What follows belongs to an exercise in optimizing a design on an open flow for small area, a short achievable clock period and few clock cycles; a production flow would make more cautious choices. Only simulation tests tie the RTL to the original design; equivalence was not proved. Power is estimated from default activity; no workload was simulated.

==> flow/design.v (excerpt) <==
module ofdm_bit_core (
    input  wire         clk,
    input  wire         rst,           
    input  wire         req_valid,
    output wire         req_ready,
    input  wire [15:0]  req_cmd,
    output reg          rsp_valid,
    output reg  [2:0]   rsp_status,
    output reg  [8:0]   rsp_len,       
    output wire [287:0] rsp_dout
);
    localparam [2:0] ST_OK        = 3'd0;
    localparam [2:0] ST_BADRATE   = 3'd1;
    localparam [2:0] ST_MALFORMED = 3'd3;
    localparam [2:0] ST_ILLEGAL   = 3'd4;
    assign req_ready = 1'b1;
    reg        cv;
    reg [15:0] cw;
    always @(posedge clk) begin
        cv <= req_valid & ~rst;
        cw <= req_cmd;
    end
    wire [3:0] unit = cw[15:12];
    wire [3:0] op   = cw[11:8];
    wire [7:0] imm  = cw[7:0];
    wire scr_seed = (unit == 4'd1) && (op == 4'd0) && (imm[7] == 1'b0);
    wire scr_bit  = (unit == 4'd1) && (op == 4'd1) && (imm[7:1] == 7'd0);
    wire scr_gen  = (unit == 4'd1) && (op == 4'd2) && (imm == 8'd0);
    wire enc_clr  = (unit == 4'd2) && (op == 4'd0) && (imm == 8'd0);
    wire enc_bit  = (unit == 4'd2) && (op == 4'd1) && (imm[7:1] == 7'd0);
    wire pun_strt = (unit == 4'd3) && (op == 4'd0) && (imm[7:2] == 6'd0);
    wire pun_bit  = (unit == 4'd3) && (op == 4'd1) && (imm[7:1] == 7'd0);
    wire ilv_cfg  = (unit == 4'd4) && (op == 4'd0) && (imm[7:2] == 6'd0);
    wire ilv_bit  = (unit == 4'd4) && (op == 4'd1) && (imm[7:1] == 7'd0);
    wire ilv_end  = (unit == 4'd4) && (op == 4'd2) && (imm == 8'd0);
    wire map_cfg  = (unit == 4'd5) && (op == 4'd0) && (imm[7:2] == 6'd0);
    wire map_bit  = (unit == 4'd5) && (op == 4'd1) && (imm[7:1] == 7'd0);
    wire map_end  = (unit == 4'd5) && (op == 4'd2) && (imm == 8'd0);
    wire crc_init = (unit == 4'd9) && (op == 4'd0) && (imm == 8'd0);
  ...
For scale: roughly 420 flip-flops, roughly 320 I/O pins, roughly 19000 um^2 of cells after synthesis.
export LEC_CHECK = 0
export CAP_MARGIN = 20
export CORE_AREA = 2.3 2.72 167.68 167.68
export CTS_CLUSTER_DIAMETER = 100
export CTS_CLUSTER_SIZE = 25
export DIE_AREA = 0 0 170.0 170.0
export PLACE_DENSITY = 0.5
export SLEW_MARGIN = 20
export SYNTH_MEMORY_MAX_BITS = 16384
create_clock -name core_clock -period 16.0 [get_ports {clk}]
standard.sh (not shown) runs the stock make flow with config.mk's settings and CLKGATE_MAP_FILE= SYNTH_SCRIPT=/design/flow/synth_recipe.tcl, a recipe that flattens the netlist after the stock synthesis.
==> flow/flow/run.sh <==
#!/bin/bash
# The standard layout, with the port buffers made from the smallest buffer
# cell instead of the flow's default choice; repair may still upsize them.
set -euo pipefail
export BUFFER_PORTS_ARGS="-buffer_cell sky130_fd_sc_hd__buf_1"
bash standard.sh > standard_flow.log 2>&1
The first run ran to the end with no violations.
Testbench counts at the start, summed over its fixed seeds: cycles 35,835.
Change:
--- a/flow/config.mk
+++ b/flow/config.mk
@@ -11 +11 @@
-export CTS_CLUSTER_SIZE = 25
+export CTS_CLUSTER_SIZE = 28
@@ -13 +13 @@
-export PLACE_DENSITY = 0.5
+export PLACE_DENSITY = 0.8
Worst hold slack stays flat.
Flip-flop and latch count does not change.
Total power came out lower by 0.41%.
Area after synthesis does not change.
Routed wire length grows by 1.5%.
Change:
==> flow/flow/run.sh (replaced) <==
#!/bin/bash
set -euo pipefail
export BUFFER_PORTS_ARGS="-buffer_cell sky130_fd_sc_hd__buf_1"
export CTS_ARGS="-sink_clustering_enable -repair_clock_nets -sink_clustering_size 25 -sink_clustering_max_diameter 100 -balance_levels"
bash standard.sh > standard_flow.log 2>&1
--- a/flow/config.mk
+++ b/flow/config.mk
@@ -11 +11 @@
-export CTS_CLUSTER_SIZE = 28
+export CTS_CLUSTER_SIZE = 25
What happened: Clock power came out higher by about 3%; fmax stays flat; total power came out higher by 0.72%; final cell count barely changes; first-iteration DRC count came out higher by 0.93%; core utilization hardly moves; worst setup slack is worse by 0.011 ns; flip-flop and latch count does not change; synthesized cell count stays the same.
Change:
==> flow/flow/run.sh (replaced) <==
#!/bin/bash
# The standard layout, with the port buffers made from the smallest buffer
# cell instead of the flow's default choice; repair may still upsize them.
set -euo pipefail
export BUFFER_PORTS_ARGS="-buffer_cell sky130_fd_sc_hd__buf_1"
bash standard.sh > standard_flow.log 2>&1
--- a/flow/config.mk
+++ b/flow/config.mk
@@ -13 +13 @@
-export PLACE_DENSITY = 0.8
+export PLACE_DENSITY = 0.95
=> Clock power is about the same. Power climbs by 0.42%. Maximum frequency climbs by about 0.6%. Final area stays flat. Via count climbs by 1.8%. Routed wire length climbs by about 0.7%. Register-to-register slack gains 0.10 ns. Die area does not change. Synthesized cell count stays the same. Worst setup slack gains 0.025 ns.
Change:
==> flow/flow/run.sh (replaced) <==
#!/bin/bash
set -euo pipefail
export BUFFER_PORTS_ARGS="-buffer_cell sky130_fd_sc_hd__buf_1"
export CTS_ARGS="-sink_clustering_enable -repair_clock_nets -sink_clustering_size 25 -sink_clustering_max_diameter 100 -sink_clustering_levels 1"
bash standard.sh > standard_flow.log 2>&1
--- a/flow/config.mk
+++ b/flow/config.mk
@@ -13 +13 @@
-export PLACE_DENSITY = 0.95
+export PLACE_DENSITY = 0.8
After rerunning:
- register-to-register slack loses 0.10 ns
- synthesized area stays the same
- die area stays the same
- final cell count hardly moves
- routed wire length went down by 0.73%
- global-route usage went down by 0.20 points
Change:
==> flow/flow/run.sh (replaced) <==
#!/bin/bash
# The standard layout, with the port buffers made from the smallest buffer
# cell instead of the flow's default choice; repair may still upsize them.
set -euo pipefail
export BUFFER_PORTS_ARGS="-buffer_cell sky130_fd_sc_hd__buf_1"
bash standard.sh > standard_flow.log 2>&1
Final cell count does not change.
Wire length does not change.
Setup slack is unchanged.
Total power does not change.
Clock power is about the same.
Sequential power barely changes.
Final area stays the same.
Register-to-register slack is about the same.
Die area stays the same.
Synthesized area does not change.

========
Another version of the RTL of ofdm_bit_core (not shown whole).
For scale: about 1700 cells after synthesis, ~19000 um^2 of cells after synthesis.
Settings: LEC_CHECK=0, CAP_MARGIN=20, CORE_AREA=2.3 2.72 167.68 167.68, CTS_CLUSTER_DIAMETER=100, CTS_CLUSTER_SIZE=25, DIE_AREA=0 0 170.0 170.0, PLACE_DENSITY=0.8, SLEW_MARGIN=20, SYNTH_MEMORY_MAX_BITS=16384; clock period 16.0 ns.
==> flow/flow/run.sh <==
#!/bin/bash
# The standard layout, with the port buffers made from the smallest buffer
# cell instead of the flow's default choice; repair may still upsize them.
set -euo pipefail
export BUFFER_PORTS_ARGS="-buffer_cell sky130_fd_sc_hd__buf_1"
bash standard.sh > standard_flow.log 2>&1
The first run completed with no timing, DRC or antenna violations.
Testbench counts at the start, summed over its fixed seeds: cycles 35,835.
==> next run, changes <==
Settings changed: CORE_AREA 2.3 2.72 167.68 167.68 to 2.3 2.72 187.68 187.68, DIE_AREA 0 0 170.0 170.0 to 0 0 190.0 190.0, PLACE_DENSITY 0.8 to 0.7.
Result:
- via count falls slightly
- area after synthesis is unchanged
- cell area rises slightly
- worst hold slack is about the same
- critical path depth stays the same
- sequential share of layout area falls by 0.45 points

========
ofdm_bit_core, a different RTL version from the one above (not shown whole).
Size in the first run: roughly 1800 cells after synthesis, roughly 430 flip-flops, ~0.020 mm² of cells after synthesis.
export LEC_CHECK = 0
export CAP_MARGIN = 20
export CORE_MARGIN = 2
export CORE_UTILIZATION = 40
export CTS_CLUSTER_DIAMETER = 100
export CTS_CLUSTER_SIZE = 25
export PLACE_DENSITY = 0.6
export SLEW_MARGIN = 20
export SYNTH_MEMORY_MAX_BITS = 16384
create_clock -name core_clock -period 16.0 [get_ports {clk}]
Scripts as last shown in full above: flow/flow/run.sh
The first run passed the timing, DRC and antenna checks.
Testbench counts at the start, summed over its fixed seeds: cycles 35,835.
Edit:
Settings changed: CTS_CLUSTER_DIAMETER 100 to 60, CTS_CLUSTER_SIZE 25 to 30.
- register-to-register slack is worse by 20 ps
- routed wire length is higher by 0.76%
- non-clock buffer count does not change
- design area is higher by 3.4%
- hold slack is worse by 22 ps
- total power is higher by 18%
- sequential share of layout area is lower by 1.9 points
- maximum frequency is about the same
- die area is unchanged
- utilization is higher by 1.4 points
Edit:
==> flow/run.sh (new file) <==
#!/bin/bash
# synth_recipe.tcl (not shown) runs the flow's synth.tcl, then flattens the netlist and writes it again
# the make line also repeats each setting of config.mk as NAME=value (left out here)
make -C /OpenROAD-flow-scripts/flow DESIGN_CONFIG=/design/flow/config.mk WORK_HOME=/design/flow/orfs CLKGATE_MAP_FILE= SYNTH_SCRIPT=/design/flow/synth_recipe.tcl finish
Settings changed: CTS_CLUSTER_DIAMETER 60 to not set, CTS_CLUSTER_SIZE 30 to not set.
removed: flow/flow/run.sh
removed: flow/standard.sh
Effect: The new run went through all stages and came out clean; die area does not change; maximum frequency came out lower by a little under a tenth; utilization came out higher by 4.5 points; synthesized area does not change; routed wire length came out higher by a few percent; sequential share of layout area came out lower by 5.2 points; total power came out higher by a few percent; clock-buffer cell count came out higher by 18; final cell count came out higher slightly; design area came out higher by roughly a tenth; global-route usage came out higher by 0.92 points.
Edit:
Settings changed: CTS_BUF_LIST set to sky130_fd_sc_hd__clkbuf_4 sky130_fd_sc_hd__clkbuf_8.
=>
- The changed run finished with timing, DRC and antenna clean
- final area barely changes
- clock power goes down by about 9%
- worst setup slack is worse by 81 ps
- global-route usage rises by 0.31 points
- sequential share of layout area came out higher by 0.12 points
- total power decreases by 4.0%
- fmax falls by 1.7%
- non-clock buffer count does not change
- clock skew rose by 19 ps
- die area stays the same
- via count rises by 1.5%

## what the ideal ports hide
Ports are ideal in the flow. The routed layouts listed here were re-timed in OpenROAD. Step 1 sets driving cells, clkbuf_16 on the clock port and buf_2 on the other inputs (assumed; they add their load-dependent delay and slew). Step 2 also shifts input and output timing later by t, the mid clock arrival at the registers, as if the neighbouring blocks saw the same clock. Slacks: ideal / step 1 / step 2; pairs: ideal / step 1.
run	t (ns)	setup WS [ns]	latest minus earliest clock arrival (ns)	worst slew at a driven data input, ns
the first run of note 1	0.577	11.687 / 11.651 / 11.139	0.021 / 0.021	0.04
the second run of note 1	0.578	11.658 / 11.606 / 11.126	0.035 / 0.035	0.05
the third run of note 1	0.585	11.647 / 11.597 / 11.129	0.021 / 0.021	0.04
the fourth run of note 1	0.583	11.672 / 11.628 / 11.112	0.019 / 0.019	0.05
the fifth run of note 1	0.585	11.647 / 11.597 / 11.129	0.021 / 0.021	0.04
the sixth run of note 1	0.585	11.647 / 11.597 / 11.129	0.021 / 0.021	0.04
the first run of note 2	0.580	11.698 / 11.648 / 11.213	0.016 / 0.016	0.04
the second run of note 2	0.587	11.695 / 11.640 / 11.335	0.022 / 0.022	0.04
the first run of note 3	0.603	11.632 / 11.581 / 11.353	0.043 / 0.043	0.04
the second run of note 3	0.629	11.641 / 11.586 / 11.315	0.044 / 0.045	0.04
the third run of note 3	0.640	11.259 / 11.204 / 10.927	0.026 / 0.026	0.04
the fourth run of note 3	0.694	11.178 / 11.128 / 10.922	0.040 / 0.041	0.04
After both steps every run listed still meets setup and hold. For the fourth run of note 1, which loses most, drivers alone change the setup slack by -0.044 ns; drivers and shift together by -0.560 ns.
